Source: an optimization exercise on an open RTL-to-GDS flow (aim: small area, a short achievable clock period and few clock cycles). Production flows keep margins and buffers that such runs may drop.
The RTL was checked by simulation tests, not by an equivalence proof against the original design.

==> inputs of job 6067 <==
Design bicubic_scaler, start of the top module:
module bicubic_scaler (
    input  wire        clk,
    input  wire        rst,
    input  wire        start,
    input  wire        ch4,
    input  wire [15:0] src_addr,
    input  wire [15:0] dst_addr,
    input  wire [7:0]  old_w,
    input  wire [7:0]  old_h,
    input  wire [7:0]  new_w,
    input  wire [7:0]  new_h,
    output reg         busy,
    output reg         done,
    output reg         error,
    output reg         mem_valid,
    output reg         mem_we,
    output reg  [15:0] mem_addr,
    output reg  [7:0]  mem_wdata,
    input  wire        mem_ready,
    input  wire [7:0]  mem_rdata
);
Settings: LEC_CHECK=0, CAP_MARGIN=70, CORE_MARGIN=2, CORE_UTILIZATION=40, SLEW_MARGIN=70; clock period 20.0 ns.
run.sh (not shown) runs the stock make flow with config.mk's settings and CLKGATE_MAP_FILE= SYNTH_SCRIPT=/design/flow/synth_recipe.tcl, a recipe that flattens the netlist after the stock synthesis.
==> job 5516: changes against job 6067 <==
--- a/flow/design.v
+++ b/flow/design.v
@@ -82,15 +82,16 @@
     reg        wkind;      
     reg [7:0]  wdx, wfx, wrx, wdy, wfy, wry;
     reg [7:0]  ws;
     reg        fl_f0, fl_fo1, fl_fo2, fl_nz3;
     reg [15:0] T1, T2, T3;
-    reg [17:0] E1, E2;
+    reg [17:0] E2;
     reg [26:0] WN0, WN1, WN2, WN3;
     reg  [7:0]  ma;
     reg  [17:0] mb;
     wire [25:0] mp = ma * mb;
+    reg  [25:0] mpr;           
     wire [7:0] w_r  = wkind ? wry : wrx;
     wire [7:0] w_f  = wkind ? wfy : wfx;
     wire [7:0] w_o  = wkind ? oh : ow;
     wire [7:0] w_n  = wkind ? nh : nw;
     wire [24:0] w_n3 = wkind ? n3y : n3x;
@@ -105,11 +106,11 @@
     wire [7:0] wry_n   = wry_wr ? wry_sub[7:0] : wry_sum[7:0];
     reg signed [26:0] q_a, q_b;    
     reg        q_rf, q_rl, q_bf, q_bl;
     reg        s1_v, s1_rf, s1_rl, s1_bf, s1_bl;
     reg [7:0]  rd;
-    reg signed [26:0] s1_a, s1_b;
+    reg signed [26:0] s1_a;
     reg [35:0] ra_s, ra_c;
     reg        s2_v, s2_bf, s2_bl;
     reg signed [26:0] s2_b;
     reg signed [26:0] mbw;         
     reg [18:0] mop;                
@@ -166,20 +167,20 @@
     wire issue_w = take && wreg_v;
     wire issue_r = take && !wreg_v && cand_ok;
     reg signed [26:0] A_sel, B_sel;
     always @(*) begin
         case (ai)
-            2'd0: A_sel = ldA ? -$signed(WN0) : A0;
+            2'd0: A_sel = ldA ? $signed(WN0) : A0;
             2'd1: A_sel = ldA ? (ldA_wn ? $signed(WN1) : $signed({2'd0, n3x})) : A1;
             2'd2: A_sel = ldA ? $signed(WN2) : A2;
-            default: A_sel = ldA ? -$signed(WN3) : A3;
+            default: A_sel = ldA ? $signed(WN3) : A3;
         endcase
         case (bj)
-            2'd0: B_sel = ldB ? -$signed(WN0) : B0;
+            2'd0: B_sel = ldB ? $signed(WN0) : B0;
             2'd1: B_sel = ldB ? (ldB_wn ? $signed(WN1) : $signed({2'd0, n3y})) : B1;
             2'd2: B_sel = ldB ? $signed(WN2) : B2;
-            default: B_sel = ldB ? -$signed(WN3) : B3;
+            default: B_sel = ldB ? $signed(WN3) : B3;
         endcase
     end
     wire [8:0]  g_rx_sum = rx + rxs;
     wire        g_rx_wr  = g_rx_sum >= {1'b0, nw};
     wire [8:0]  g_rx_sub = g_rx_sum - {1'b0, nw};
@@ -199,24 +200,25 @@
     wire [15:0] rowoff  = (jy0 == 2'd0) ? {6'd0, stride} : 16'd0;
     wire last_in_row = (dx == nw - 8'd1);
     wire last_row    = (dy == nh - 8'd1);
     always @(posedge clk) begin
         rd    <= mem_rdata;
+        mpr   <= mp;
         if (rd_acc) begin
             s1_a  <= q_a;
-            s1_b  <= q_b;
             s1_rf <= q_rf;
             s1_rl <= q_rl;
             s1_bf <= q_bf;
             s1_bl <= q_bl;
         end
         if (s1_v) begin
             ra_s <= mac1_s;
             ra_c <= mac1_c;
         end
+        if (rd_acc && q_rl)
+            s2_b  <= q_b;
         if (s1_v && s1_rl) begin
-            s2_b  <= s1_b;
             s2_bf <= s1_bf;
             s2_bl <= s1_bl;
         end
         if (s2_v) begin
             mbw <= s2_b;
@@ -383,67 +385,68 @@
                 end
                 W_MUL: begin
                     wc <= wc + 3'd1;
                     case (wc)
                         3'd0: begin
-                            T1     <= mp[15:0];
                             ws     <= w_s;
                             fl_f0  <= (w_f == 8'd0);
                             fl_fo1 <= (w_f == w_o - 8'd1);
                             fl_fo2 <= (w_f == w_o - 8'd2);
                             fl_nz3 <= ({1'b0, w_f} + 9'd2 < {1'b0, w_o});
                             ma     <= w_s;
                             mb     <= {10'd0, w_s};
                         end
                         3'd1: begin
-                            T2 <= mp[15:0];
+                            T1 <= mpr[15:0];
                             ma <= w_r;
                             mb <= {10'd0, ws};
                         end
                         3'd2: begin
-                            T3 <= mp[15:0];
+                            T2 <= mpr[15:0];
                             ma <= w_r;
-                            mb <= {2'd0, T2};
+                            mb <= {2'd0, mpr[15:0]};
                         end
                         3'd3: begin
-                            WN0 <= fl_f0 ? 27'd0 : {1'b0, mp};
-                            E1  <= {2'd0, T1} + {T3, 2'b00} + (fl_f0 ? {2'd0, T3} : {1'b0, T3, 1'b0}) + {1'b0, T2, 1'b0};
-                            E2  <= {2'd0, T2} + {T3, 2'b00} + (fl_fo2 ? {2'd0, T3} : {1'b0, T3, 1'b0}) + {1'b0, T1, 1'b0};
-                            ma  <= ws;
-                            mb  <= {2'd0, T1};
+                            T3 <= mpr[15:0];
+                            ma <= ws;
+                            mb <= {2'd0, T1};
                         end
                         3'd4: begin
-                            WN3 <= fl_nz3 ? {1'b0, mp} : 27'd0;
+                            WN0 <= fl_f0 ? 27'd0 : -{1'b0, mpr};
+                            E2  <= {2'd0, T2} + {T3, 2'b00} + (fl_fo2 ? {2'd0, T3} : {1'b0, T3, 1'b0}) + {1'b0, T1, 1'b0};
                             ma  <= ws;
-                            mb  <= E1;
+                            mb  <= {2'd0, T1} + {T3, 2'b00} + (fl_f0 ? {2'd0, T3} : {1'b0, T3, 1'b0}) + {1'b0, T2, 1'b0};
                         end
                         3'd5: begin
-                            WN1 <= fl_fo1 ? {2'd0, w_n3} + WN0 : {1'b0, mp};
+                            WN3 <= fl_nz3 ? -{1'b0, mpr} : 27'd0;
                             ma  <= w_r;
                             mb  <= E2;
                         end
+                        3'd6: begin
+                            WN1 <= fl_fo1 ? {2'd0, w_n3} - WN0 : {1'b0, mpr};
+                        end
                         default: begin
-                            WN2 <= fl_fo1 ? 27'd0 : {1'b0, mp};
+                            WN2 <= fl_fo1 ? 27'd0 : {1'b0, mpr};
                             wst <= W_FULL;
                         end
                     endcase
                 end
                 default: ;
             endcase
             if (ldA) begin
                 ldA <= 1'b0;
                 if (ldA_wn) begin
-                    A0 <= -$signed(WN0); A1 <= $signed(WN1);
-                    A2 <= $signed(WN2);  A3 <= -$signed(WN3);
+                    A0 <= $signed(WN0); A1 <= $signed(WN1);
+                    A2 <= $signed(WN2);  A3 <= $signed(WN3);
                 end else
                     A1 <= $signed({2'd0, n3x});
             end
             if (ldB) begin
                 ldB <= 1'b0;
                 if (ldB_wn) begin
-                    B0 <= -$signed(WN0); B1 <= $signed(WN1);
-                    B2 <= $signed(WN2);  B3 <= -$signed(WN3);
+                    B0 <= $signed(WN0); B1 <= $signed(WN1);
+                    B2 <= $signed(WN2);  B3 <= $signed(WN3);
                 end else
                     B1 <= $signed({2'd0, n3y});
             end
             if ((ldA && ldA_wn) || (ldB && ldB_wn))
                 wst <= W_ADV;
@@ -489,51 +492,47 @@
                             ma     <= nw;
                             mb     <= {10'd0, nw};
                             den    <= 50'd0;
                             stride <= c4 ? {ow, 2'b00} : {1'b0, ow, 1'b0} + {2'b00, ow};
                         end
-                        4'd1: begin
+                        4'd2: begin
                             ma <= nw;
-                            mb <= {2'd0, mp[15:0]};
+                            mb <= {2'd0, mpr[15:0]};
                         end
-                        4'd2: begin
-                            n3x <= {mp[23:0], 1'b0};
+                        4'd4: begin
+                            n3x <= {mpr[23:0], 1'b0};
                             ma  <= nh;
                             mb  <= {10'd0, nh};
                         end
-                        4'd3: begin
+                        4'd6: begin
                             ma <= nh;
-                            mb <= {2'd0, mp[15:0]};
-                        end
-                        4'd4: n3y <= {mp[23:0], 1'b0};
-                        4'd5: begin
-                            mbw   <= $signed({2'd0, n3x});
-                            mop   <= {1'b0, n3y[17:0]};
-                            rhi   <= {11'd0, n3y[24:18]};
-                            m1_v  <= 1'b1;
-                            m1_bf <= 1'b1;
-                            m1_bl <= 1'b0;
+                            mb <= {2'd0, mpr[15:0]};
                         end
-                        4'd6: ;
                         4'd7: begin
                             qx  <= {dvx_quo[6:0], dvx_ge};
                             rxs <= dvx_rem_n;
                             qy  <= {dvy_quo[6:0], dvy_ge};
                             rys <= dvy_rem_n;
                         end
                         4'd8: begin
+                            n3y <= {mpr[23:0], 1'b0};
                             ma  <= qy;
                             mb  <= {8'd0, stride};
                             cqx <= c4 ? {qx, 2'b00} : {1'b0, qx, 1'b0} + {2'b00, qx};
                         end
                         4'd9: begin
-                            qstride <= mp[15:0];
-                            den     <= num[49:0];
-                        end
-                        4'd10: begin
-                            den3 <= {2'b00, den} + {1'b0, den, 1'b0};
+                            mbw   <= $signed({2'd0, n3x});
+                            mop   <= {1'b0, n3y[17:0]};
+                            rhi   <= {11'd0, n3y[24:18]};
+                            m1_v  <= 1'b1;
+                            m1_bf <= 1'b1;
+                            m1_bl <= 1'b0;
                         end
+                        4'd10: qstride <= mpr[15:0];
+                        4'd13: den <= num[49:0];
+                        4'd14: den3 <= {2'b00, den} + {1'b0, den, 1'b0};
+                        4'd1, 4'd3, 4'd5, 4'd11, 4'd12: ;
                         default: begin
                             dx <= 8'd0; fx <= 8'd0; rx <= 8'd0;
                             dy <= 8'd0; fy <= 8'd0; ry <= 8'd0;
                             pixaddr   <= rowbase;
                             bytestart <= rowbase;
@@ -644,15 +643,15 @@
                     end
                 end
                 ST_WAITW: begin
                     if (wst == W_FULL) begin
                         if (need_y) begin
-                            B0 <= -$signed(WN0); B1 <= $signed(WN1);
-                            B2 <= $signed(WN2);  B3 <= -$signed(WN3);
+                            B0 <= $signed(WN0); B1 <= $signed(WN1);
+                            B2 <= $signed(WN2);  B3 <= $signed(WN3);
                         end else begin
-                            A0 <= -$signed(WN0); A1 <= $signed(WN1);
-                            A2 <= $signed(WN2);  A3 <= -$signed(WN3);
+                            A0 <= $signed(WN0); A1 <= $signed(WN1);
+                            A2 <= $signed(WN2);  A3 <= $signed(WN3);
                         end
                         wst <= W_ADV;
                         st  <= ST_READ;
                     end
                 end
Settings changed: CORE_UTILIZATION 40 to 55.
==> comparison <==
Of job 6067 and job 5516, job 6067 has the higher maximum frequency (gap about 0.8%, measured against job 5516). Against job 5516, the wire length of job 6067 is smaller by 3.5%. In job 6067 the sequential cell count is higher than in job 5516, by 17. Of job 5516 and job 6067, job 5516 has the higher register-to-register slack (gap 0.58 ns). Clock skew: job 5516 is lower than job 6067 (0.075 ns). Against job 6067, the first-iteration DRC count of job 5516 is higher by about 8%.
==> figures <==
Run status: job 5516 finished clean; job 6067 finished clean
Vias/cell: job 5516 6.03; job 6067 5.46
Max Fclk: job 5516 161 MHz; job 6067 162 MHz
Multi-input gates: job 5516 8826; job 6067 9199
CP startpoint kind: job 5516 primary input; job 6067 flip-flop
Clock latency on the worst-skew pair: job 5516 0.86 ns; job 6067 0.93 ns
Worst Setup EP: job 5516 rx[6]; job 6067 WN1[23]
Total number of sequential cells: job 5516 1647; job 6067 1664
Layout area overhead: job 5516 11.6%; job 6067 13.0%
First-pass iteration count of the detailed router: job 5516 8; job 6067 6
Final cell count without fillers: job 5516 15.8k; job 6067 17.3k
Final-layout clock-cell area share: job 5516 4.62%; job 6067 4.70%
Testbench counts of job 6067, summed over its fixed seeds: cycles 83,799.
Testbench counts of job 5516, summed over its fixed seeds: cycles 84,119.

-- afterwards: timing with drivers on the ports --
The results above use ideal ports. As a check the final layouts listed here were re-extracted and re-timed, cells and wires unchanged.
Step 1 assumes that a clkbuf_16 drives the clock port and a buf_2 every other input.
Step 2 also shifts input and output timing later by t, the mid clock arrival at the registers, as if the neighbouring blocks saw the same clock.
Slacks: ideal / step 1 / step 2; pairs: ideal / step 1.
run | shift t [ns] | setup slack, ns | worst setup path after step 2 | worst register clock-pin slew, ns
job 6067 | 0.960 | 13.839 / 13.839 / 13.358 | input to register | 0.07 / 0.07
job 5516 | 0.924 | 13.788 / 13.707 / 12.794 | input to register | 0.07 / 0.07
After both steps setup and hold are still met in every run listed. For job 5516, which loses most, drivers alone change the setup slack by -0.081 ns; drivers and shift together by -0.994 ns.
